This design comes from an exercise in tuning for small area, a short achievable clock period and few clock cycles per item on the open sky130 flow, not from production work.
The RTL was checked by simulation tests, not by an equivalence proof against the original design.
Power is estimated from default activity; no workload was simulated.

## standard.sh

```bash
#!/bin/bash
# synth_recipe.tcl (not shown) runs the flow's synth.tcl, then flattens the netlist and writes it again
# the make line also repeats each setting of config.mk as NAME=value (left out here)
make -C /OpenROAD-flow-scripts/flow DESIGN_CONFIG=/design/flow/config.mk WORK_HOME=/design/flow/orfs CLKGATE_MAP_FILE= SYNTH_SCRIPT=/design/flow/synth_recipe.tcl "${@:-finish}"
```

## design.v

```verilog
module babe_cls (
    input  wire        clk,
    input  wire        rst,
    input  wire        start,
    input  wire [7:0]  reg_w,        
    input  wire [7:0]  reg_h,        
    input  wire [15:0] maxgrad,
    output wire        busy,
    input  wire        pix_valid,
    input  wire [7:0]  pix_r,
    input  wire [7:0]  pix_g,
    input  wire [7:0]  pix_b,
    output wire        pix_ready,
    output reg  [1:0]  res_kind,     
    output reg  [7:0]  res_a1,
    output reg  [7:0]  res_a2,
    output reg  [2:0]  res_step,
    output wire [7:0]  avg_r,
    output wire [7:0]  avg_g,
    output wire [7:0]  avg_b
);
    reg        busy_r, rdy_r;
    reg        div;
    reg [2:0]  dcnt;
    reg [7:0]  wreg, hreg;
    reg [15:0] mg;
    reg [7:0]  col, row;
    reg        frst;          
    reg        v1, f1, ring1, last1;
    reg [7:0]  p1r, p1g, p1b;
    reg        v2, f2, ring2;
    reg [15:0] lx2, ly2;
    reg        v3, f3, ring3;
    reg [15:0] luma3;
    reg [15:0] rmin, rmax, imin, imax;
    reg        iempty;
    reg        edom;
    reg [23:0] sr, sg, sb;
    reg [15:0] npix;
    wire       take    = pix_valid & rdy_r;
    wire [7:0] wm1     = wreg - 8'd1;
    wire [7:0] hm1     = hreg - 8'd1;
    wire       col_end = (col == wm1);
    wire       row_end = (row == hm1);
    wire       on_ring = (col == 8'd0) || (row == 8'd0) || col_end || row_end;
    wire t1 = p1r[4] ^ p1r[2];
    wire t2 = p1r[4] & p1r[2];
    wire t3 = p1r[5] ^ p1r[3] ^ p1r[2];
    wire t4 = (p1r[5] & p1r[3]) | (p1r[5] & p1r[2]) | (p1r[3] & p1r[2]);
    wire t5 = p1r[6] ^ p1r[4] ^ p1r[3];
    wire t6 = (p1r[6] & p1r[4]) | (p1r[6] & p1r[3]) | (p1r[4] & p1r[3]);
    wire t7 = p1r[0] ^ p1g[5];
    wire t8 = p1r[0] & p1g[5];
    wire t9 = p1r[7] ^ p1r[5] ^ p1r[4];
    wire t10 = (p1r[7] & p1r[5]) | (p1r[7] & p1r[4]) | (p1r[5] & p1r[4]);
    wire t11 = p1r[1] ^ p1g[6] ^ p1g[5];
    wire t12 = (p1r[1] & p1g[6]) | (p1r[1] & p1g[5]) | (p1g[6] & p1g[5]);
    wire t13 = p1g[3] ^ p1g[0];
    wire t14 = p1g[3] & p1g[0];
    wire t15 = p1r[6] ^ p1r[5] ^ p1r[2];
    wire t16 = (p1r[6] & p1r[5]) | (p1r[6] & p1r[2]) | (p1r[5] & p1r[2]);
    wire t17 = p1g[7] ^ p1g[6] ^ p1g[4];
    wire t18 = (p1g[7] & p1g[6]) | (p1g[7] & p1g[4]) | (p1g[6] & p1g[4]);
    wire t19 = p1r[7] ^ p1r[6] ^ p1r[3];
    wire t20 = (p1r[7] & p1r[6]) | (p1r[7] & p1r[3]) | (p1r[6] & p1r[3]);
    wire t21 = p1r[3] ^ p1r[1] ^ p1r[0];
    wire t22 = (p1r[3] & p1r[1]) | (p1r[3] & p1r[0]) | (p1r[1] & p1r[0]);
    wire t23 = p1r[1] ^ p1g[3] ^ p1g[2];
    wire t24 = (p1r[1] & p1g[3]) | (p1r[1] & p1g[2]) | (p1g[3] & p1g[2]);
    wire t25 = p1g[0] ^ p1b[4] ^ p1b[2];
    wire t26 = (p1g[0] & p1b[4]) | (p1g[0] & p1b[2]) | (p1b[4] & p1b[2]);
    wire t27 = p1g[4] ^ p1g[3] ^ p1g[1];
    wire t28 = (p1g[4] & p1g[3]) | (p1g[4] & p1g[1]) | (p1g[3] & p1g[1]);
    wire t29 = p1b[5] ^ p1b[3] ^ p1b[2];
    wire t30 = (p1b[5] & p1b[3]) | (p1b[5] & p1b[2]) | (p1b[3] & p1b[2]);
    wire t31 = p1b[1] ^ t2;
    wire t32 = p1b[1] & t2;
    wire t33 = p1g[4] ^ p1g[2] ^ p1b[6];
    wire t34 = (p1g[4] & p1g[2]) | (p1g[4] & p1b[6]) | (p1g[2] & p1b[6]);
    wire t35 = p1b[4] ^ p1b[3] ^ p1b[2];
    wire t36 = (p1b[4] & p1b[3]) | (p1b[4] & p1b[2]) | (p1b[3] & p1b[2]);
    wire t37 = t4 ^ t5 ^ t7;
    wire t38 = (t4 & t5) | (t4 & t7) | (t5 & t7);
    wire t39 = p1b[7] ^ p1b[5] ^ p1b[4];
    wire t40 = (p1b[7] & p1b[5]) | (p1b[7] & p1b[4]) | (p1b[5] & p1b[4]);
    wire t41 = p1b[3] ^ t6 ^ t8;
    wire t42 = (p1b[3] & t6) | (p1b[3] & t8) | (t6 & t8);
    wire t43 = t9 ^ t11 ^ t13;
    wire t44 = (t9 & t11) | (t9 & t13) | (t11 & t13);
    wire t45 = p1g[1] ^ p1b[6] ^ p1b[5];
    wire t46 = (p1g[1] & p1b[6]) | (p1g[1] & p1b[5]) | (p1b[6] & p1b[5]);
    wire t47 = p1b[4] ^ t10 ^ t12;
    wire t48 = (p1b[4] & t10) | (p1b[4] & t12) | (t10 & t12);
    wire t49 = t14 ^ t15 ^ t17;
    wire t50 = (t14 & t15) | (t14 & t17) | (t15 & t17);
    wire t51 = p1g[7] ^ p1g[5] ^ p1g[2];
    wire t52 = (p1g[7] & p1g[5]) | (p1g[7] & p1g[2]) | (p1g[5] & p1g[2]);
    wire t53 = p1b[7] ^ p1b[6] ^ p1b[5];
    wire t54 = (p1b[7] & p1b[6]) | (p1b[7] & p1b[5]) | (p1b[6] & p1b[5]);
    wire t55 = t16 ^ t18 ^ t19;
    wire t56 = (t16 & t18) | (t16 & t19) | (t18 & t19);
    wire t57 = p1r[7] ^ p1r[4] ^ p1g[6];
    wire t58 = (p1r[7] & p1r[4]) | (p1r[7] & p1g[6]) | (p1r[4] & p1g[6]);
    wire t59 = p1g[3] ^ p1b[7] ^ p1b[6];
    wire t60 = (p1g[3] & p1b[7]) | (p1g[3] & p1b[6]) | (p1b[7] & p1b[6]);
    wire t61 = p1r[2] ^ p1r[0] ^ p1g[1];
    wire t62 = (p1r[2] & p1r[0]) | (p1r[2] & p1g[1]) | (p1r[0] & p1g[1]);
    wire t63 = p1g[2] ^ p1g[1] ^ p1b[3];
    wire t64 = (p1g[2] & p1g[1]) | (p1g[2] & p1b[3]) | (p1g[1] & p1b[3]);
    wire t65 = p1b[1] ^ p1b[0];
    wire t66 = p1b[1] & p1b[0];
    wire t67 = p1b[1] ^ p1b[0] ^ t1;
    wire t68 = (p1b[1] & p1b[0]) | (p1b[1] & t1) | (p1b[0] & t1);
    wire t69 = t22 ^ t23 ^ t25;
    wire t70 = (t22 & t23) | (t22 & t25) | (t23 & t25);
    wire t71 = t3 ^ t24 ^ t26;
    wire t72 = (t3 & t24) | (t3 & t26) | (t24 & t26);
    wire t73 = t27 ^ t29 ^ t31;
    wire t74 = (t27 & t29) | (t27 & t31) | (t29 & t31);
    wire t75 = t28 ^ t30 ^ t32;
    wire t76 = (t28 & t30) | (t28 & t32) | (t30 & t32);
    wire t77 = t33 ^ t35 ^ t37;
    wire t78 = (t33 & t35) | (t33 & t37) | (t35 & t37);
    wire t79 = t34 ^ t36 ^ t38;
    wire t80 = (t34 & t36) | (t34 & t38) | (t36 & t38);
    wire t81 = t39 ^ t41 ^ t43;
    wire t82 = (t39 & t41) | (t39 & t43) | (t41 & t43);
    wire t83 = t40 ^ t42 ^ t44;
    wire t84 = (t40 & t42) | (t40 & t44) | (t42 & t44);
    wire t85 = t45 ^ t47 ^ t49;
    wire t86 = (t45 & t47) | (t45 & t49) | (t47 & t49);
    wire t87 = t46 ^ t48 ^ t50;
    wire t88 = (t46 & t48) | (t46 & t50) | (t48 & t50);
    wire t89 = t51 ^ t53 ^ t55;
    wire t90 = (t51 & t53) | (t51 & t55) | (t53 & t55);
    wire t91 = t20 ^ t52 ^ t54;
    wire t92 = (t20 & t52) | (t20 & t54) | (t52 & t54);
    wire t93 = t56 ^ t57 ^ t59;
    wire t94 = (t56 & t57) | (t56 & t59) | (t57 & t59);
    wire t95 = p1r[5] ^ p1g[7] ^ p1g[4];
    wire t96 = (p1r[5] & p1g[7]) | (p1r[5] & p1g[4]) | (p1g[7] & p1g[4]);
    wire t97 = p1b[7] ^ t58 ^ t60;
    wire t98 = (p1b[7] & t58) | (p1b[7] & t60) | (t58 & t60);
    wire t99 = p1g[0] ^ p1b[2];
    wire t100 = p1g[0] & p1b[2];
    wire t101 = t21 ^ t62 ^ t63;
    wire t102 = (t21 & t62) | (t21 & t63) | (t62 & t63);
    wire t103 = t64 ^ t66 ^ t67;
    wire t104 = (t64 & t66) | (t64 & t67) | (t66 & t67);
    wire t105 = t68 ^ t70 ^ t71;
    wire t106 = (t68 & t70) | (t68 & t71) | (t70 & t71);
    wire t107 = t72 ^ t74 ^ t75;
    wire t108 = (t72 & t74) | (t72 & t75) | (t74 & t75);
    wire t109 = t76 ^ t78 ^ t79;
    wire t110 = (t76 & t78) | (t76 & t79) | (t78 & t79);
    wire t111 = t80 ^ t82 ^ t83;
    wire t112 = (t80 & t82) | (t80 & t83) | (t82 & t83);
    wire t113 = t84 ^ t86 ^ t87;
    wire t114 = (t84 & t86) | (t84 & t87) | (t86 & t87);
    wire t115 = t88 ^ t90 ^ t91;
    wire t116 = (t88 & t90) | (t88 & t91) | (t90 & t91);
    wire t117 = t92 ^ t94 ^ t95;
    wire t118 = (t92 & t94) | (t92 & t95) | (t94 & t95);
    wire t119 = p1r[6] ^ p1g[5] ^ t96;
    wire t120 = (p1r[6] & p1g[5]) | (p1r[6] & t96) | (p1g[5] & t96);
    wire t121 = p1r[1] ^ p1g[0];
    wire t122 = p1r[1] & p1g[0];
    wire t123 = p1b[0] ^ t61 ^ t99;
    wire t124 = (p1b[0] & t61) | (p1b[0] & t99) | (t61 & t99);
    wire t125 = t65 ^ t100 ^ t101;
    wire t126 = (t65 & t100) | (t65 & t101) | (t100 & t101);
    wire t127 = t69 ^ t102 ^ t103;
    wire t128 = (t69 & t102) | (t69 & t103) | (t102 & t103);
    wire t129 = t73 ^ t104 ^ t105;
    wire t130 = (t73 & t104) | (t73 & t105) | (t104 & t105);
    wire t131 = t77 ^ t106 ^ t107;
    wire t132 = (t77 & t106) | (t77 & t107) | (t106 & t107);
    wire t133 = t81 ^ t108 ^ t109;
    wire t134 = (t81 & t108) | (t81 & t109) | (t108 & t109);
    wire t135 = t85 ^ t110 ^ t111;
    wire t136 = (t85 & t110) | (t85 & t111) | (t110 & t111);
    wire t137 = t89 ^ t112 ^ t113;
    wire t138 = (t89 & t112) | (t89 & t113) | (t112 & t113);
    wire t139 = t93 ^ t114 ^ t115;
    wire t140 = (t93 & t114) | (t93 & t115) | (t114 & t115);
    wire t141 = t97 ^ t116 ^ t117;
    wire t142 = (t97 & t116) | (t97 & t117) | (t116 & t117);
    wire t143 = t98 ^ t118 ^ t119;
    wire t144 = (t98 & t118) | (t98 & t119) | (t118 & t119);
    wire t145 = p1r[7] ^ p1g[6] ^ t120;
    wire t146 = (p1r[7] & p1g[6]) | (p1r[7] & t120) | (p1g[6] & t120);
    wire [15:0] lsx = {1'b0, p1g[7], t144, t142, t140, t138, t136, t134, t132, t130, t128, t126, t124, t122, p1b[1], p1r[0]};
    wire [15:0] lsy = {1'b0, t146, t145, t143, t141, t139, t137, t135, t133, t131, t129, t127, t125, t123, t121, p1b[0]};
    wire [15:0] cmin = ring3 ? rmin : imin;
    wire [15:0] cmax = ring3 ? rmax : imax;
    wire lt = luma3 < cmin;
    wire gt = luma3 > cmax;
    function [23:0] dstep(input [23:0] s, input [15:0] n);
        reg [17:0] t;
        begin
            t = {1'b0, s[23:7]} - {2'b0, n};
            dstep = {t[17] ? s[22:7] : t[15:0], s[6:0], ~t[17]};
        end
    endfunction
    wire [18:0] eddiff = {3'b0, rmax} + {2'b0, imin, 1'b0} - {3'b0, rmin} - {2'b0, imax, 1'b0};
    wire        ei_pos = imax > imin;
    wire        e_zero = (rmax == rmin);
    wire [16:0] lediff = {1'b0, rmin} + {1'b0, mg} - {1'b0, rmax};
    wire        e_le   = ~lediff[16];
    reg         one, smallr, wge;
    wire [7:0]  xs     = wge ? wreg : hreg;    
    wire        leaf   = one | e_zero | (smallr & ~edom & e_le);
    always @(posedge clk) begin
        p1r   <= pix_r;
        p1g   <= pix_g;
        p1b   <= pix_b;
        f1    <= frst;
        ring1 <= on_ring;
        last1 <= col_end & row_end;
        lx2   <= lsx;
        ly2   <= lsy;
        f2    <= f1;
        ring2 <= ring1;
        f3    <= f2;
        ring3 <= ring2 | div;
        if (div && dcnt == 3'd2)      luma3 <= imin;
        else if (div && dcnt == 3'd3) luma3 <= imax;
        else                          luma3 <= lx2 + ly2;
        one    <= (wreg == 8'd1) && (hreg == 8'd1);
        smallr <= (wreg <= 8'd4) && (hreg <= 8'd4);
        wge    <= (wreg >= hreg);
        if (!busy_r) begin
            wreg <= reg_w;
            hreg <= reg_h;
            mg   <= maxgrad;
        end
        if (!busy_r) begin
            col  <= 8'd0;
            row  <= 8'd0;
            frst <= 1'b1;
        end else if (take) begin
            frst <= 1'b0;
            if (col_end) begin
                col <= 8'd0;
                row <= row + 8'd1;
            end else begin
                col <= col + 8'd1;
            end
        end
        if (v1) begin
            sr   <= f1 ? {16'd0, p1r} : sr + {16'd0, p1r};
            sg   <= f1 ? {16'd0, p1g} : sg + {16'd0, p1g};
            sb   <= f1 ? {16'd0, p1b} : sb + {16'd0, p1b};
            npix <= f1 ? 16'd1 : npix + 16'd1;
        end else if (div) begin
            sr   <= dstep(sr, npix);
            sg   <= dstep(sg, npix);
            sb   <= dstep(sb, npix);
        end
        if (v3) begin
            if (ring3) begin
                if (lt || f3) rmin <= luma3;
                if (gt || f3) rmax <= luma3;
            end else begin
                if (lt || iempty) imin <= luma3;
                if (gt || iempty) imax <= luma3;
            end
        end
        if (v2 && f2)
            iempty <= 1'b1;
        else if (v3 && !ring3)
            iempty <= 1'b0;
        if (div && dcnt == 3'd2)
            edom <= ~iempty & ei_pos & ~eddiff[18];
        if (div && dcnt == 3'd7) begin
            res_kind <= leaf ? 2'd0 : (wge ? 2'd1 : 2'd2);
            res_step <= one ? 3'd1 : e_zero ? 3'd2 : leaf ? 3'd4 : 3'd5;
            res_a1   <= leaf ? 8'd0 : {1'b0, xs[7:1]};
            res_a2   <= leaf ? 8'd0 : {1'b0, xs[7:1]} + {7'd0, xs[0]};
        end
        if (rst) begin
            busy_r <= 1'b0;
            rdy_r  <= 1'b0;
            v1     <= 1'b0;
            v2     <= 1'b0;
            v3     <= 1'b0;
            div    <= 1'b0;
        end else begin
            v1 <= take;
            v2 <= v1;
            v3 <= v2 | (div & (dcnt == 3'd2 || dcnt == 3'd3) & ~iempty);
            if (start && !busy_r) begin
                busy_r <= 1'b1;
                rdy_r  <= 1'b1;
            end
            if (take && col_end && row_end)
                rdy_r <= 1'b0;
            if (v1 && last1) begin
                div  <= 1'b1;
                dcnt <= 3'd0;
            end
            if (div) begin
                dcnt <= dcnt + 3'd1;
                if (dcnt == 3'd7) begin
                    div    <= 1'b0;
                    busy_r <= 1'b0;
                end
            end
        end
    end
    assign busy      = busy_r;
    assign pix_ready = rdy_r;
    assign avg_r     = sr[7:0];
    assign avg_g     = sg[7:0];
    assign avg_b     = sb[7:0];
endmodule
```

## flow/run.sh

```bash
#!/bin/bash
set -euo pipefail
bash standard.sh "BUFFER_PORTS_ARGS=-buffer_cell sky130_fd_sc_hd__buf_1" \
    SETUP_SLACK_MARGIN=7.5 finish > std_flow.log 2>&1
```

## config.mk

```make
export PLATFORM = sky130hd
export DESIGN_NAME = babe_cls
export DESIGN_NICKNAME = babe_cls
export VERILOG_FILES = /design/flow/design.v
export SDC_FILE = /design/flow/constraint.sdc
export NUM_CORES = 4
export LEC_CHECK = 0
export CAP_MARGIN = 20
export CORE_MARGIN = 2
export CORE_UTILIZATION = 50
export CTS_CLUSTER_DIAMETER = 100
export CTS_CLUSTER_SIZE = 30
export PLACE_DENSITY = 0.65
export SLEW_MARGIN = 20
```

## constraint.sdc

```tcl
create_clock -name core_clock -period 11.0 [get_ports {clk}]
set_input_delay 2.2000 -clock core_clock [delete_from_list [all_inputs] [get_ports {clk}]]
set_output_delay 2.2000 -clock core_clock [all_outputs]
set_load 0.01 [all_outputs]
```

==> insert_results.sql, run 1 <==
INSERT INTO impl_metrics (metric_group, metric, value, unit) VALUES
('run_status', 'status', 'complete, no violations', ''),
('synthesis', 'synth_seq_area_share', '0.3755', ''),
('place', 'instance_area_after_placement', '22990', 'µm²'),
('critical_path', 'setup.reg_to_reg.worst_slack', '7.61', 'ns'),
('pwr', 'p_sw', '1027', 'µW'),
('sta', 'layout_min_cycle_time', '3.425', 'ns'),
('pwr', 'seq_power_share', '0.480', ''),
('critical_path', 'path_class', 'flop to primary output', ''),
('sta', 'hold_viol_final', '0', ''),
('sta', 'timing.final.max_slew_violations', '0', ''),
('pwr', 'power.switching_fraction', '0.3258', ''),
('final_layout', 'count_of_antenna_diodes_in_the_layout', '0', ''),
('critical_path', 'critPathMaxStageDelay', '0.46', 'ns'),
('drt', 'drt_iter0_markers', '1009', ''),
('floorplan', 'core.rowCount', '77', ''),
('synthesis', 'synth_flop_cell', 'edfxtp_1', ''),
('synthesis', 'yosys_register_bits', '312', ''),
('floorplan', 'chipWidth', '214.6', 'µm'),
('critical_path', 'cpLargestDelayFamily', 'flip-flops', ''),
('critical_path', 'cp_slowest_cell', 'edfxtp_1', ''),
('place', 'place_congestion', '0.8884', ''),
('place', 'placement.io_buffers', '105', ''),
('critical_path', 'timing.critical_path.fanout_max', '4', ''),
('drt', 'number_of_iterations_in_the_first_detailed_routing_pass', '5', ''),
('critical_path', 'cp_data_required_time', '8.80', 'ns'),
('synthesis', 'synth.net_count', '2546', ''),
('final_layout', 'fin_nets', '2597', ''),
('floorplan', 'io_pins', '107', ''),
('synthesis', 'synth_enable_flop_cells', '208', ''),
('drt', 'average_wire_per_cell_in_the_routed_design', '18.45', 'µm'),
('floorplan', 'floorplan.initialDensity', '0.5038', ''),
('clocking', 'clkLatencyLatePin', '0.55', 'ns'),
('clocking', 'clock_tree.htree_level_count', '1', ''),
('worst_hold_path', 'hold_path_class', 'flop to flop', ''),
('sta', 'setup_viol_count_final', '0', ''),
('sta', 'pin_slew_with_the_least_headroom_to_its_limit', '1.079', 'ns'),
('critical_path', 'critPathCaptureType', 'primary output', ''),
('critical_path', 'arrival', '1.23', 'ns'),
('grt', 'largest_net_degree_at_the_start_of_global_routing', '73', ''),
('clocking', 'cts.path.max_buffers', '3', ''),
('sta', 'slew-limit-headroom', '0.2808', ''),
('sta', 'layout_worst_path_cycle_share', '0.3114', ''),
('sta', 'rsz0062_at_grt', 'true', ''),
('pwr', 'leakage', '0.009968', 'µW'),
('sta', 'setup_tns', '0', 'ns'),
('synthesis', 'async_reset_ff_frac', '0', ''),
('final_layout', 'layout.core_utilization', '0.5357', ''),
('critical_path', 'timing.critical_path.from_type', 'flop', ''),
('synthesis', 'yosys-top-cells-area', 'edfxtp_1 28%, ha_1 11%, fa_1 11%', ''),
('drt', 'drt.antenna.violating_nets', '0', ''),
('synthesis', 'synthesis.area', '22180', 'µm²'),
('grt', 'antenna_violations_before_repair', '0', ''),
('clocking', 'cts-buffers-inserted', '16', ''),
('pwr', 'vdd_ir_drop_max', '0.1153', 'mV'),
('drt', 'postRouteWirelength', '52.00', 'mm'),
('final_layout', 'drive_gt1_frac', '0.03188', ''),
('critical_path', 'crit_path_cell_trace', 'buf_1', ''),
('flow_run', 'count_of_max_cap_constraint_violations', '0', ''),
('synthesis', 'synth_top_cell_by_area', 'edfxtp_1', ''),
('synthesis', 'synthCells', '2166', ''),
('pwr', 'comb_power_share', '0.286', ''),
('grt', 'grt_util_all_layers', '0.2237', ''),
('synthesis', 'yosysWarningCount', '1', ''),
('clocking', 'postCtsHoldBufs', '0', ''),
('pwr', 'p_int', '2125', 'µW'),
('synthesis', 'synthesis.area_per_instance', '10.24', 'µm²'),
('synthesis', 'area_share_of_the_largest_cell_type_after_synthesis', '0.2816', ''),
('floorplan', 'die_ar', '46060', 'µm²'),
('clocking', 'clkSlewWorstSetupHoldPaths', '0.12', 'ns'),
('grt', 'via_count_of_the_first_global_routing_pass', '15950', ''),
('synthesis', 'netlist-cell-type-count', '74', '');
[power by group through the flow]
stage / clock network (µW) / registers (µW) / logic (µW)
global placement: 0 / 1540 / 869
detailed placement: 0 / 1540 / 907
floorplan: 0 / 1480 / 706
global route: 793 / 1530 / 1040
CTS: 761 / 1510 / 910
finish: 737 / 1510 / 903
[worst reg2reg max path: cells and delay by family, from the launching register on]
kind,cells,cell delay (ns)
AOI/OAI and AO/OA,5,1.38
DFF,1,0.45
muxes,1,0.16
and+or+nand+nor,1,0.29
adders and majority gates,2,0.81
buffers and inverters,2,0.14
[cells by family (layout without fill, tap and decap cells)]
family | Yosys count | in the layout | synth area share
adder cells (fa/ha/maj) | 320 | 320 | 0.2201
other | 1 | 1 | 0.0001691
XOR/XNOR | 158 | 158 | 0.06273
multiplexers | 73 | 73 | 0.03328
AO/OA/AOI/OAI | 445 | 445 | 0.1290
buffers and inverters | 335 | 396 | 0.06115
AND/OR/NAND/NOR | 522 | 522 | 0.1182
flip-flops | 312 | 312 | 0.3755
[synthesized netlist by cell type, drive strengths merged (4+ instances only)]
| master | count |
|---|---|
| o31ai | 12 |
| o21bai | 5 |
| mux2i | 67 |
| o211a | 4 |
| xor2 | 64 |
| and4 | 10 |
| nand2b | 23 |
| o21ai | 79 |
| ha | 203 |
| or2 | 6 |
| nand2 | 103 |
| edfxtp | 208 |
| a31oi | 16 |
| nor2b | 37 |
| mux2 | 6 |
| nor2 | 150 |
| a2111oi | 7 |
| nor4 | 14 |
| nor3 | 40 |
| or3 | 15 |
| inv | 250 |
| o21a | 26 |
| a211o | 7 |
| a221oi | 4 |
| and2 | 10 |
| a21oi | 129 |
| buf | 38 |
| nor3b | 5 |
| a211oi | 13 |
| o22ai | 35 |
| a21boi | 6 |
| fa | 117 |
| nand4 | 28 |
| clkbuf | 46 |
| and3 | 21 |
| a21o | 45 |
| a32oi | 7 |
| o211ai | 19 |
| xnor2 | 94 |
| dfxtp | 104 |
| nand3 | 48 |
[cells in the final DEF, fill, tap and decap left out, types with 67 or more instances in the layout]
master and instances:
ha_1 203, buf_1 105, fa_1 117, a21oi_1 129, o21ai_0 78, nor2_1 150, edfxtp_1 208, xnor2_1 94
mux2i_1 67, nand2_1 103, inv_1 249, dfxtp_1 100
[final timing paths]
kind,from,endpoint,depth (start not counted)
max reg2reg,rmin[5],res_a2[7],11
min,ring1,ring2,0
max,sb[7],avg_b[7],1
min reg2reg,ring1,ring2,0
[timing repair]
action | in CTS | in global routing
gates cloned | 0 | 0
setup endpoints to repair | 78 | 50
pin swaps | 0 | 1
buffers inserted | 0 | 2
gates resized for setup | 3 | 6
[flip-flops by register name, summed over array words and instances, names as in the netlist, 3 cells and up]
signal    cells
row           8
luma3        16
imax         16
p1b           8
rmax         16
ly2          15
hreg          8
wreg          8
p1r           8
dcnt          3
col           8
npix         16
res_a1        7
res_step      3
mg           16
rmin         16
sb           24
p1g           8
lx2          15
res_a2        8
sg           24
sr           24
imin         16
[layer usage]
| layer | up-vias | wire length [µm] | track usage |
|---|---|---|---|
| li1 | 7720 | - | - |
| met1 | 7747 | 23870 | 0.3094 |
| met2 | 347 | 24880 | 0.3826 |
| met3 | 52 | 2313 | 0.02454 |
| met4 | 0 | 943 | 0.04421 |
| met5 | - | 0 | 0 |
[metrics by stage]
step / instances / total power [µW] / setup WS (ns) / hold slack (ns)
CTS: 2817 / 3182 / 7.466 / 0.3427
global placement: 2789 / 2404 / 7.472 / 0.3319
finish: 2819 / 3152 / 7.575 / 0.3399
global route: 2819 / 3359 / 7.397 / 0.3452
detailed placement: 2789 / 2444 / 7.419 / 0.3200
floorplan: 2166 / 2188 / 7.701 / 0.3096
[area by class of cell]
type | count | area (µm²)
clock buffer | 21 | 461.7
inverter | 251 | 942.2
fill | 3905 | 20440
timing repair buffer | 117 | 484.2
clock inverter | 7 | 90.09
sequential | 312 | 8338
multi-input combinational | 1519 | 12530
tap | 592 | 740.7
Testbench counts, summed over its fixed seeds: cycles 80,123, regions 1,280.
==> inputs of run 2 (changes only) <==
--- a/config.mk
+++ b/config.mk
@@ -10,5 +10,6 @@
 export CORE_UTILIZATION = 50
 export CTS_CLUSTER_DIAMETER = 100
-export CTS_CLUSTER_SIZE = 30
+export CTS_CLUSTER_SIZE = 25
+export GPL_TIMING_DRIVEN = 1
 export PLACE_DENSITY = 0.65
 export SLEW_MARGIN = 20
==> insert_results.sql, run 2 <==
INSERT INTO impl_metrics (metric_group, metric, value, unit) VALUES
('floorplan', 'die_ar', '46060', 'µm²'),
('critical_path', 'critPathCaptureType', 'primary output', ''),
('clocking', 'clock_tree.htree_level_count', '1', ''),
('sta', 'setup_viol_count_final', '0', ''),
('final_layout', 'fin_nets', '2599', ''),
('place', 'dp_hpwl', '39.20', 'mm'),
('floorplan', 'floorplan.initialDensity', '0.5038', ''),
('clocking', 'cts.path.max_buffers', '3', ''),
('grt', 'antenna_violations_before_repair', '0', ''),
('final_layout', 'layout.cells.most_common', 'inv_1', ''),
('critical_path', 'timing.critical_path.fanout_max', '4', ''),
('sta', 'layout_min_cycle_time', '3.413', 'ns'),
('synthesis', 'synth-xor-area-share', '0.06273', ''),
('place', 'number_of_placed_instances_with_taps_included', '2789', ''),
('drt', 'drt_iter0_markers', '993', ''),
('sta', 'slew-limit-headroom', '0.2762', ''),
('synthesis', 'yosys_register_bits', '312', ''),
('drt', 'via_count', '15820', ''),
('critical_path', 'critPathMaxStageDelay', '0.44', 'ns'),
('run_status', 'status', 'complete, no violations', ''),
('sta', 'hold_viol_final', '0', ''),
('place', 'placement.io_buffers', '105', ''),
('synthesis', 'synth_simple_gate_area_share', '0.1182', ''),
('critical_path', 'timing.critical_path.from_type', 'flop', ''),
('sta', 'layout_worst_path_cycle_share', '0.3103', ''),
('critical_path', 'arrival', '1.21', 'ns'),
('synthesis', 'synthCells', '2166', ''),
('critical_path', 'path_class', 'flop to primary output', ''),
('flow_run', 'count_of_max_cap_constraint_violations', '0', ''),
('drt', 'average_wire_per_cell_in_the_routed_design', '18.59', 'µm'),
('synthesis', 'synth_top_cell_by_area', 'edfxtp_1', ''),
('critical_path', 'worst-path-buf-inv', '1', ''),
('final_layout', 'layout_filler_cell_count', '3925', ''),
('grt', 'largest_net_degree_at_the_start_of_global_routing', '73', ''),
('clocking', 'clock_sink_count', '312', ''),
('clocking', 'tritoncts', 'yes', ''),
('clocking', 'cts-buffers-inserted', '17', ''),
('synthesis', 'yosys-top-cells-area', 'edfxtp_1 28%, ha_1 11%, fa_1 11%', ''),
('synthesis', 'post-synth-top-count-cell', 'inv_1', ''),
('floorplan', 'io_pins', '107', ''),
('floorplan', 'core.rowCount', '77', ''),
('critical_path', 'cpLargestDelayFamily', 'flip-flops', ''),
('drt', 'drc_errors', '0', ''),
('synthesis', 'synth_compound_area_frac', '0.1289', ''),
('synthesis', 'synthesis.area', '22180', 'µm²'),
('floorplan', 'die_h', '214.6', 'µm'),
('synthesis', 'synth_top_family_by_area', 'adder cells', ''),
('sta', 'pin_slew_with_the_least_headroom_to_its_limit', '1.086', 'ns'),
('final_layout', 'layout.cells.most_common_list', '249 x inv_1, 208 x edfxtp_1, 203 x ha_1', ''),
('critical_path', 'cp_data_required_time', '8.80', 'ns'),
('grt', 'globalRouteOverflowTotal', '0', ''),
('synthesis', 'synthesis.area_per_instance', '10.24', 'µm²'),
('clocking', 'clkLatencyLatePin', '0.56', 'ns'),
('clocking', 'clkSlewWorstSetupHoldPaths', '0.10', 'ns'),
('pwr', 'pwr_density_cell', '133.1', 'nW/µm²'),
('critical_path', 'crit_path_cell_trace', 'buf_1', ''),
('sta', 'fmax', '293.0', 'MHz'),
('floorplan', 'chipWidth', '214.6', 'µm'),
('grt', 'grt_util_all_layers', '0.2252', ''),
('final_layout', 'count_of_antenna_diodes_in_the_layout', '0', ''),
('sta', 'clock-skew-final', '0.03060', 'ns'),
('synthesis', 'yosysWarningCount', '1', ''),
('synthesis', 'synth_flop_cell', 'edfxtp_1', ''),
('drt', 'drt.antenna.violating_nets', '0', ''),
('pwr', 'leakage', '0.009964', 'µW'),
('final_layout', 'drive_gt1_frac', '0.03230', ''),
('sta', 'rsz0062_at_grt', 'true', ''),
('drt', 'number_of_iterations_in_the_first_detailed_routing_pass', '5', ''),
('synthesis', 'synth.net_count', '2546', ''),
('place', 'place_congestion', '0.8884', ''),
('synthesis', 'synth_seq_area_share', '0.3755', ''),
('synthesis', 'muxShareOfSynthArea', '0.03328', ''),
('sta', 'setup_tns', '0', 'ns'),
('synthesis', 'synth_enable_flop_cells', '208', ''),
('worst_hold_path', 'hold_path_class', 'flop to flop', ''),
('synthesis', 'most_used_standard_cells_in_the_synthesized_netlist', '250 x inv_1, 208 x edfxtp_1, 203 x ha_1', ''),
('clocking', 'cts_root_buffer', 'clkbuf_16', ''),
('synthesis', 'netlist-cell-type-count', '74', ''),
('grt', 'first_pass_grt_wire_length', '84.04', 'mm'),
('grt', 'via_count_of_the_first_global_routing_pass', '15970', ''),
('final_layout', 'reg_top3', 'sb x24, sg x24, sr x24', ''),
('drt', 'postRouteWirelength', '52.45', 'mm'),
('final_layout', 'area_delta_synth_final', '6.290', '%'),
('floorplan', 'fp.coreArea', '44030', 'µm²'),
('final_layout', 'layout.core_utilization', '0.5355', ''),
('synthesis', 'area_share_of_the_largest_cell_type_after_synthesis', '0.2816', ''),
('synthesis', 'async_reset_ff_frac', '0', ''),
('drt', 'post_drt_via_cell_ratio', '5.609', ''),
('synthesis', 'post_synth_fa_ha_maj_area_fraction', '0.2201', ''),
('clocking', 'postCtsHoldBufs', '0', ''),
('critical_path', 'cp_slowest_cell', 'edfxtp_1', ''),
('final_layout', 'post_layout_nonfiller_instances', '2821', ''),
('sta', 'timing.final.max_slew_violations', '0', ''),
('pwr', 'vdd_ir_drop_max', '0.1384', 'mV');
-- run 2: cell types whose count changed in the layout (fill, tap and decap cells not counted) --
cell       previous run  this run
a2111oi_0             7         6
clkbuf_16            18        17
nor3_2                1         2
nor4_1               13        12
a2111oi_1             0         1
clkbuf_1              3         6
inv_12                2         0
nor4_2                0         1
buf_4                12        13
nor3_1               39        38
bufinv_8              0         1
-- run 2: layer usage --
metal	vias up	wire length, µm	global-route usage
li1	7726	-	-
met1	7691	24140	0.3076
met2	333	24850	0.3838
met3	72	2291	0.02823
met4	0	1178	0.05093
met5	-	0	0
-- run 2: area by class of cell --
| class | count | area (µm²) | share of cell area |
|---|---|---|---|
| Clock buffer | 23 | 447.9 | 0.01900 |
| Clock inverter | 6 | 75.07 | 0.003184 |
| Inverter | 251 | 942.2 | 0.03996 |
| Multi-Input combinational cell | 1519 | 12540 | 0.5319 |
| Sequential cell | 312 | 8338 | 0.3537 |
| Tap cell | 592 | 740.7 | 0.03142 |
| Timing Repair Buffer | 118 | 491.7 | 0.02086 |
-- run 2: kinds of logic (layout without fill, tap and decap cells) --
group / after synthesis / count (layout)
AO/OA/AOI/OAI: 445 / 445
XOR/XNOR: 158 / 158
adder cells (fa/ha/maj): 320 / 320
buffers and inverters: 335 / 398
flip-flops: 312 / 312
multiplexers: 73 / 73
other: 1 / 1
AND/OR/NAND/NOR: 522 / 522
-- run 2: final timing paths --
kind / start / endpoint / slack (ns) / cells past startpoint
setup / recovery: sb[7] / avg_b[7] / 7.59 / 1
hold / removal: ring1 / ring2 / 0.34 / 0
setup reg to reg: rmin[5] / res_a2[7] / 7.62 / 11
hold reg to reg: ring1 / ring2 / 0.34 / 0
-- run 2: where the power goes --
part / switching [µW] / internal [µW]
Clock: 412 / 310
Combinational: 488 / 416
Sequential: 120 / 1390
-- run 2: metrics by stage --
| step | instance area (µm²) | power, µW | setup WS (ns) | hold slack (ns) |
|---|---|---|---|---|
| global route | 23580 | 3342 | 7.405 | 0.3416 |
| global placement | 22990 | 2404 | 7.472 | 0.3319 |
| detailed placement | 22990 | 2444 | 7.419 | 0.3200 |
| floorplan | 22180 | 2188 | 7.701 | 0.3096 |
| finish | 23580 | 3138 | 7.587 | 0.3375 |
| CTS | 23510 | 3164 | 7.473 | 0.3392 |
-- run 2: what timing repair did --
action / 4_1_cts / 5_1_grt
setup buffers: 0 / 3
endpoints found under the setup margin: 63 / 36
gates resized for setup: 3 / 9
hold endpoints to repair: 0 / 0
pin swaps: 0 / 1
==> inputs of run 3 (changes only) <==
--- a/config.mk
+++ b/config.mk
@@ -11,5 +11,4 @@
 export CTS_CLUSTER_DIAMETER = 100
 export CTS_CLUSTER_SIZE = 25
-export GPL_TIMING_DRIVEN = 1
 export PLACE_DENSITY = 0.65
 export SLEW_MARGIN = 20
==> insert_results.sql, run 3 <==
INSERT INTO impl_metrics (metric_group, metric, value, unit) VALUES
('run_status', 'status', 'complete, no violations', ''),
('clocking', 'tritoncts', 'yes', ''),
('final_layout', 'reg_top3', 'sb x24, sg x24, sr x24', ''),
('critical_path', 'timing.critical_path.fanout_max', '4', ''),
('sta', 'slew-limit-headroom', '0.2762', ''),
('final_layout', 'count_of_antenna_diodes_in_the_layout', '0', ''),
('final_layout', 'area_delta_synth_final', '6.290', '%'),
('sta', 'layout_worst_path_cycle_share', '0.3103', ''),
('critical_path', 'critPathMaxStageDelay', '0.44', 'ns'),
('critical_path', 'path_class', 'flop to primary output', ''),
('synthesis', 'yosysWarningCount', '1', ''),
('drt', 'drc_errors', '0', ''),
('floorplan', 'fp.coreArea', '44030', 'µm²'),
('grt', 'antenna_violations_before_repair', '0', ''),
('synthesis', 'post-synth-top-count-cell', 'inv_1', ''),
('critical_path', 'critPathCaptureType', 'primary output', ''),
('synthesis', 'synth_top_cell_by_area', 'edfxtp_1', ''),
('drt', 'number_of_iterations_in_the_first_detailed_routing_pass', '5', ''),
('clocking', 'clock_sink_count', '312', ''),
('floorplan', 'floorplan.initialDensity', '0.5038', ''),
('clocking', 'cts_root_buffer', 'clkbuf_16', ''),
('final_layout', 'fin_nets', '2599', ''),
('grt', 'globalRouteOverflowTotal', '0', ''),
('place', 'placement.io_buffers', '105', ''),
('clocking', 'postCtsHoldBufs', '0', ''),
('synthesis', 'synth.net_count', '2546', ''),
('pwr', 'leakage', '0.009964', 'µW'),
('sta', 'fmax', '293.0', 'MHz'),
('sta', 'clock-skew-final', '0.03060', 'ns'),
('synthesis', 'yosys_register_bits', '312', ''),
('grt', 'grt_use_met3', '0.02823', ''),
('grt', 'grt_busiest_layer', 'met2', ''),
('final_layout', 'layout.cells.most_common', 'inv_1', ''),
('grt', 'grt_util_all_layers', '0.2252', ''),
('grt', 'grt_util_met2', '0.3838', ''),
('pwr', 'vdd_ir_drop_max', '0.1384', 'mV'),
('critical_path', 'worst-path-buf-inv', '1', ''),
('synthesis', 'synth_flop_cell', 'edfxtp_1', ''),
('place', 'dp_hpwl', '39.20', 'mm'),
('sta', 'layout_min_cycle_time', '3.413', 'ns'),
('clocking', 'clkSlewWorstSetupHoldPaths', '0.10', 'ns'),
('final_layout', 'drive_gt1_frac', '0.03230', ''),
('sta', 'rsz0062_at_grt', 'true', ''),
('floorplan', 'io_pins', '107', ''),
('clocking', 'cts.path.max_buffers', '3', ''),
('sta', 'hold_viol_final', '0', ''),
('synthesis', 'async_reset_ff_frac', '0', ''),
('drt', 'drt.antenna.violating_nets', '0', ''),
('synthesis', 'yosys-top-cells-area', 'edfxtp_1 28%, ha_1 11%, fa_1 11%', ''),
('synthesis', 'most_used_standard_cells_in_the_synthesized_netlist', '250 x inv_1, 208 x edfxtp_1, 203 x ha_1', ''),
('drt', 'postRouteWirelength', '52.45', 'mm'),
('critical_path', 'cp_slowest_cell', 'edfxtp_1', ''),
('sta', 'setup_tns', '0', 'ns'),
('clocking', 'clock_tree.htree_level_count', '1', ''),
('critical_path', 'cp_data_required_time', '8.80', 'ns'),
('critical_path', 'timing.critical_path.from_type', 'flop', ''),
('grt', 'gr-usage-met1', '0.3076', ''),
('pwr', 'pwr_density_cell', '133.1', 'nW/µm²'),
('floorplan', 'chipWidth', '214.6', 'µm'),
('sta', 'setup_viol_count_final', '0', ''),
('sta', 'timing.final.max_slew_violations', '0', ''),
('critical_path', 'arrival', '1.21', 'ns'),
('grt', 'largest_net_degree_at_the_start_of_global_routing', '73', ''),
('synthesis', 'netlist-cell-type-count', '74', ''),
('grt', 'via_count_of_the_first_global_routing_pass', '15970', ''),
('clocking', 'cts-buffers-inserted', '17', ''),
('drt', 'via_count', '15820', ''),
('synthesis', 'synthesis.area_per_instance', '10.24', 'µm²'),
('synthesis', 'synthesis.area', '22180', 'µm²'),
('floorplan', 'core.rowCount', '77', ''),
('drt', 'average_wire_per_cell_in_the_routed_design', '18.59', 'µm'),
('final_layout', 'layout.cells.most_common_list', '249 x inv_1, 208 x edfxtp_1, 203 x ha_1', ''),
('critical_path', 'crit_path_cell_trace', 'buf_1', ''),
('synthesis', 'synth_seq_area_share', '0.3755', ''),
('drt', 'post_drt_via_cell_ratio', '5.609', ''),
('grt', 'first_pass_grt_wire_length', '84.04', 'mm'),
('worst_hold_path', 'hold_path_class', 'flop to flop', ''),
('place', 'place_congestion', '0.8884', ''),
('floorplan', 'die_h', '214.6', 'µm'),
('floorplan', 'die_ar', '46060', 'µm²'),
('critical_path', 'cpLargestDelayFamily', 'flip-flops', ''),
('synthesis', 'synthCells', '2166', ''),
('synthesis', 'synth_enable_flop_cells', '208', ''),
('pwr', 'total_power_draw', '3138', 'µW'),
('clocking', 'clkLatencyLatePin', '0.56', 'ns'),
('synthesis', 'area_share_of_the_largest_cell_type_after_synthesis', '0.2816', ''),
('sta', 'pin_slew_with_the_least_headroom_to_its_limit', '1.086', 'ns'),
('drt', 'drt_iter0_markers', '993', ''),
('flow_run', 'count_of_max_cap_constraint_violations', '0', '');
-- run 3: cell counts after synthesis --
No cell type changed its count.
-- run 3: through the flow --
| stage | hold WS (ns) | cell area, µm² | utilization | instances | worst slack (ns) |
|---|---|---|---|---|---|
| final | 0.3375 | 23580 | 0.5355 | 2821 | 7.587 |
| after global placement | 0.3319 | 22990 | 0.5221 | 2789 | 7.472 |
| after detailed placement | 0.3200 | 22990 | 0.5221 | 2789 | 7.419 |
| after CTS | 0.3392 | 23510 | 0.5341 | 2818 | 7.473 |
| after floorplan | 0.3096 | 22180 | - | 2166 | 7.701 |
| after global routing | 0.3416 | 23580 | 0.5355 | 2821 | 7.405 |
-- run 3: cells by family after synthesis --
group | synth area share
and+or+nand+nor | 0.1182
muxes | 0.03328
xor gates and xnor gates | 0.06273
buffers and inverters | 0.06115
adders and majority gates | 0.2201
other | 0.0001691
DFF | 0.3755
AOI/OAI and AO/OA | 0.1290
-- run 3: metal layers --
layer | vias to the layer above | part of all wire
met5 | - | 0
met4 | 0 | 0.022
met3 | 72 | 0.044
met2 | 333 | 0.47
met1 | 7691 | 0.46
li1 | 7726 | -
-- run 3: timing repair --
action | 4_1_cts | 5_1_grt
cloned | 0 | 0
setup endpoints to repair | 63 | 36
setup buffers | 0 | 3
pin swaps | 0 | 1
resized for setup | 3 | 9
-- run 3: area by class of cell --
type	instances	area [µm²]
Fill cell	3925	20450
Sequential cell	312	8338
Inverter	251	942.2
Tap cell	592	740.7
Clock inverter	6	75.07
Multi-Input combinational cell	1519	12540
Clock buffer	23	447.9
Timing Repair Buffer	118	491.7
-- run 3: report_power, final --
part           switching [µW]  internal [µW]
sequential                120           1390
clock                     412            310
combinational             488            416
-- run 3: path summary, 6_finish.rpt --
path / slack [ns] / from / depth (start not counted) / to
max: 7.59 / sb[7] / 1 / avg_b[7]
min: 0.34 / ring1 / 0 / ring2
max reg2reg: 7.62 / rmin[5] / 11 / res_a2[7]
min reg2reg: 0.34 / ring1 / 0 / ring2
==> inputs of run 4 (changes only) <==
--- a/config.mk
+++ b/config.mk
@@ -8,7 +8,7 @@
 export CAP_MARGIN = 20
 export CORE_MARGIN = 2
-export CORE_UTILIZATION = 50
+export CORE_UTILIZATION = 60
 export CTS_CLUSTER_DIAMETER = 100
 export CTS_CLUSTER_SIZE = 25
-export PLACE_DENSITY = 0.65
+export PLACE_DENSITY = 0.72
 export SLEW_MARGIN = 20
==> insert_results.sql, run 4 <==
INSERT INTO impl_metrics (metric_group, metric, value, unit) VALUES
('critical_path', 'critPathCaptureType', 'flop', ''),
('drt', 'wl_met2', '23.97', 'mm'),
('drt', 'drt.antenna.violating_nets', '0', ''),
('drt', 'wirelength_met1', '22.89', 'mm'),
('clocking', 'clock_sink_count', '312', ''),
('sta', 'slew-limit-headroom', '0.3165', ''),
('place', 'placement.io_buffers', '105', ''),
('floorplan', 'fp.coreArea', '36520', 'µm²'),
('final_layout', 'layout.core_utilization', '0.6388', ''),
('sta', 'fmax', '290.3', 'MHz'),
('run_status', 'status', 'complete, no violations', ''),
('synthesis', 'synth_seq_area_share', '0.3755', ''),
('synthesis', 'async_reset_ff_frac', '0', ''),
('sta', 'timing.final.max_slew_violations', '0', ''),
('sta', 'setup_viol_count_final', '0', ''),
('sta', 'clock-skew-final', '0.02587', 'ns'),
('drt', 'met3_wire_len', '2.811', 'mm'),
('clocking', 'postCtsHoldBufs', '0', ''),
('pwr', 'vdd_ir_drop_max', '0.1463', 'mV'),
('synthesis', 'yosys-top-cells-area', 'edfxtp_1 28%, ha_1 11%, fa_1 11%', ''),
('floorplan', 'floorplan.initialDensity', '0.6073', ''),
('sta', 'rsz0062_at_grt', 'true', ''),
('synthesis', 'area_share_of_the_largest_cell_type_after_synthesis', '0.2816', ''),
('synthesis', 'yosys_register_bits', '312', ''),
('synthesis', 'yosysWarningCount', '1', ''),
('drt', 'postRouteWirelength', '50.67', 'mm'),
('critical_path', 'path_class', 'flop to flop', ''),
('floorplan', 'die_ar', '38520', 'µm²'),
('drt', 'highest_layer', 'met4', ''),
('final_layout', 'area_delta_synth_final', '5.178', '%'),
('pwr', 'p_int', '2097', 'µW'),
('grt', 'first_pass_grt_wire_length', '82.64', 'mm'),
('synthesis', 'synth_flop_cell', 'edfxtp_1', ''),
('grt', 'via_count_of_the_first_global_routing_pass', '16090', '');
run 4: area by class of cell:
| cell class | instances | area [µm²] |
|---|---|---|
| fillers | 2936 | 13190 |
| multi-input cells | 1519 | 12530 |
| flip-flops and latches | 312 | 8338 |
| inverters | 251 | 942.2 |
| well taps | 468 | 585.6 |
| repair buffers | 114 | 461.7 |
| clock buffers | 26 | 459.2 |
| clock inverters | 2 | 16.27 |
run 4: kinds of logic after synthesis:
group	after synthesis	synth area share
AND/OR/NAND/NOR	522	0.1182
adder cells (fa/ha/maj)	320	0.2201
AO/OA/AOI/OAI	445	0.1290
multiplexers	73	0.03328
buffers and inverters	335	0.06115
flip-flops	312	0.3755
XOR/XNOR	158	0.06273
other	1	0.0001691
run 4: layer usage:
layer / vias to the layer above / GRT usage
met3: 57 / 0.03748
li1: 7703 / -
met4: 0 / 0.05976
met5: - / 0
met2: 396 / 0.4481
met1: 7669 / 0.3699
run 4: per-stage QoR:
step / cells / worst slack [ns]
final: 2692 / 7.555
after CTS: 2690 / 7.387
after global routing: 2692 / 7.386
after global placement: 2662 / 7.343
after detailed placement: 2662 / 7.186
after floorplan: 2166 / 7.701
run 4: power groups by stage:
stage | sequential (µW) | clock (µW) | combinational (µW)
finish | 1510 | 684 | 904
global route | 1530 | 740 | 1030
CTS | 1510 | 701 | 907
detailed placement | 1540 | 0 | 902
global placement | 1530 | 0 | 862
floorplan | 1480 | 0 | 706
run 4: path summary, 6_finish.rpt:
kind / startpoint / to / slack, ns / cells after the start
worst max-delay path: rmin[5] / res_a2[7] / 7.56 / 11
worst min-delay path: ring1 / ring2 / 0.34 / 0
worst max register to register: rmin[5] / res_a2[7] / 7.56 / 11
worst min register to register: ring1 / ring2 / 0.34 / 0
run 4: critical path, delay by kind of cell, from the launching register on:
family	cells	cell delay, ns
buf+inv	2	0.13
mux	1	0.15
compound gates	5	1.43
fa+ha+maj	2	0.80
simple gates	1	0.31
flops	1	0.44
run 4: timing repair:
item,CTS,global route
pin swaps,0,1
endpoints found under the hold margin,0,0
buffers inserted,0,2
gates resized for setup,4,10
setup endpoints to repair,83,85

re-timing with driven ports:
The results above use ideal ports. As a check the final layouts listed here were re-extracted and re-timed, cells and wires unchanged.
Step 1 (the two cells are an assumption about what drives the block):
set clk [get_ports {clk}]
set_driving_cell -lib_cell sky130_fd_sc_hd__clkbuf_16 $clk
set_driving_cell -lib_cell sky130_fd_sc_hd__buf_2 [delete_from_list [all_inputs] $clk]
Step 2, shift: input delay + t, output delay - t, t = (earliest + latest rising clock arrival at the registers) / 2. This alone moves slack from input paths to output paths.
a / b / c = ideal / step 1 / step 2; a / b = the first two.
run | t, ns | setup WS [ns] | worst setup path at the end | clock arrival spread, ns
run 1 | 0.587 | 7.575 / 7.523 / 7.445 | input to register | 0.026 / 0.026
run 2 | 0.601 | 7.587 / 7.529 / 7.432 | input to register | 0.030 / 0.031
run 3 | 0.601 | 7.587 / 7.529 / 7.432 | input to register | 0.030 / 0.031
run 4 | 0.576 | 7.555 / 7.544 / 7.476 | input to register | 0.026 / 0.027
After both steps setup and hold are still met in every run listed.
